This is an optimization exercise on Yosys and OpenROAD, whose aim is small area, a short achievable clock period and few clock cycles, not a production implementation.
RTL that was checked went through simulation tests only; none was proved equivalent to the original.
Power and IR drop assume default switching activity.

main:
==> flow/design.v (excerpt) <==
module th_core (
    input  wire        clk,
    input  wire        rst,           
    input  wire        run_start,
    input  wire [31:0] run_budget,    
    output wire        busy,
    output reg         done,
    output wire [31:0] consumed,
    output reg         refused,
    input  wire        host_wr,
    input  wire [4:0]  host_idx,
    input  wire [15:0] host_wdata,
    input  wire        di_req,
    input  wire [1:0]  irq_line,      
    output wire [31:0] pc_o,
    output wire [31:0] st_o,
    output wire        intout,
    output wire        mem_req,
    output wire        mem_we,
    output wire [27:0] mem_addr,
    output wire [15:0] mem_wdata,
    input  wire        mem_ready,
    input  wire [15:0] mem_rdata
);
    localparam [31:0] ST_INIT   = 32'h0000_0010;
    localparam        IE_BIT    = 21;
    localparam [11:0] K_NOP  = 12'h000;
    localparam [11:0] K_MOVI = 12'h001;
    localparam [11:0] K_ADDI = 12'h002;
    localparam [11:0] K_DSJ  = 12'h003;
  ...
Settings: LEC_CHECK=0, CAP_MARGIN=20, CORE_MARGIN=2, CORE_UTILIZATION=40, CTS_BUF_LIST=sky130_fd_sc_hd__clkbuf_8, SLEW_MARGIN=20, TNS_END_PERCENT=5; clock period 12.0 ns.
standard.sh (not shown) runs the stock make flow with config.mk's settings and CLKGATE_MAP_FILE= SYNTH_SCRIPT=/design/flow/synth_recipe.tcl, a recipe that flattens the netlist after the stock synthesis.
==> flow/flow/run.sh <==
#!/bin/bash
set -euo pipefail
bash standard.sh SETUP_SLACK_MARGIN=8 finish > orfs_make.log 2>&1
main went all the way through synthesis, placement and routing and the layout is clean on timing, DRC and antenna.
diff inputs: main => the feature branch
--- a/flow/design.v
+++ b/flow/design.v
@@ -124,15 +124,15 @@
         else if (irq[1])  sel_vsel = 4'hE;    
         else              sel_vsel = 4'hD;    
     end
     wire        ok      = a_en & (a_io ? (a_we | ioph) : mem_ready);
     wire [15:0] rd      = a_io ? io_q : mem_rdata;
     wire [4:0]  acc_idx = abus[4:0];
     wire [31:0] cons      = budget - icounter;
-    wire [31:0] total_rep = total + cons;
+    wire [31:0] total_rep = total + budget - icounter;
     reg [15:0] io_rdata;
     always @(*) begin
         if (acc_idx == 5'd18)      io_rdata = intpend;
         else if (acc_idx == 5'd30) io_rdata = total_rep[19:4];
         else                       io_rdata = io[acc_idx];
     end
     wire        bus_io_wr = a_en & a_we & a_io;
@@ -171,20 +171,21 @@
         for (i = 0; i < 32; i = i + 1)
             if (i != 18 && i != 30 && (rst || (io_wr && io_widx == i))) io[i] <= io_wd_r;
         if (nmi_clr) io[16][8] <= 1'b0;
     end
     wire charge = (f_take & r_one)
                 | (ok & ((sO1 & (k_addi | k_dsj)) | (sO2 & (k_movi | k_jmpa))
                        | (sD1 & (k_ldw | k_stw)) | sD2 | sR4 | sINT7));
-    wire [4:0]  cost    = sF ? 5'd1 : sO1 ? ((k_dsj & dsj_taken) ? 5'd3 : 5'd2) :
-                          (sO2 | sD1) ? 5'd3 : sD2 ? 5'd4 : sR4 ? 5'd8 : 5'd16;
+    wire [4:0]  cost    = sF ? 5'd1 : sO1 ? 5'd2 : (sO2 | sD1) ? 5'd3 : sD2 ? 5'd4 : sR4 ? 5'd8 : 5'd16;
     wire [31:0] icnt_c  = icounter - {27'd0, cost};
+    wire [31:0] icnt_c3 = icounter - 32'd3;
     wire [31:0] ncost   = 32'd0 - {27'd0, cost};
+    wire        take3   = sO1 & k_dsj & dsj_taken;
     wire [31:0] icnt_next = halt_zero ? (charge ? ncost : 32'd0)
-                          : charge ? icnt_c : icounter;
+                          : charge ? (take3 ? icnt_c3 : icnt_c) : icounter;
     wire [27:0] pcw_inc  = pc[31:4] + 28'd1;
     wire [27:0] abus_inc = abus + 28'd1;
     wire [27:0] dsj_tgt  = pcw_inc + {{12{rd[15]}}, rd};
     wire        br_take  = sO1 & k_dsj & dsj_taken;    
     wire [31:0] rdlo     = {rd, lo};
     localparam A_HOLD = 0, A_PC = 1, A_PCI = 2, A_TGT = 3, A_RDLO = 4, A_INC = 5,
                A_SUM = 6, A_SP = 7, A_VEC = 8;
Between the feature branch and main, the fraction of synthesized cell area in xor and xnor cells does not differ in any meaningful way.
In the feature branch, weighted congestion at the end of routability-driven global placement is higher than in main.
Higher worst slew slack as a fraction of its limit among the feature branch and main: main
The feature branch vs main: clock tree buffer count of the final layout down by a few percent
Taking main as the reference, in the feature branch post-route standard cell area excluding fillers roughly the same; synthesized cell count higher; core outline area higher; sequential cell fraction of total power higher; total wirelength of the detailed-routed design lower.
The feature branch vs main: core occupancy in the finished layout down in the feature branch
main reports its worst setup path category as input pin to register while the feature branch reports register to output pin.
Net switching power (higher): main
Sequential share of cell area essentially unchanged between main and the feature branch.
Summary of the comparison: worst-path maximum fanout is lower in the feature branch, relative to main.
Testbench counts of the feature branch, summed over its fixed seeds: cycles 182,188.
Function not checked in main: the RTL went through the layout flow alone.

==> re-timing with driven ports <==
No port has a modelled driver above. Below, the same layouts with a new extraction and two added sets of constraints.
Step 1, drivers: a clkbuf_16 drives clk and a buf_2 each remaining input, both assumed.
Step 2 also shifts input and output timing later by t, the mid clock arrival at the registers, as if the neighbouring blocks saw the same clock.
Three values: ideal ports, drivers, drivers and shift; two values: the first two.
run	t, ns	setup slack, ns	slew at the worst register clock pin (ns)
main	1.042	6.807 / 6.800 / 5.815	0.07 / 0.07
the feature branch	1.056	7.085 / 6.998 / 6.032	0.07 / 0.07
After both steps every run listed still meets setup and hold. For the feature branch, which loses most, drivers alone change the setup slack by -0.087 ns; drivers and shift together by -1.053 ns.
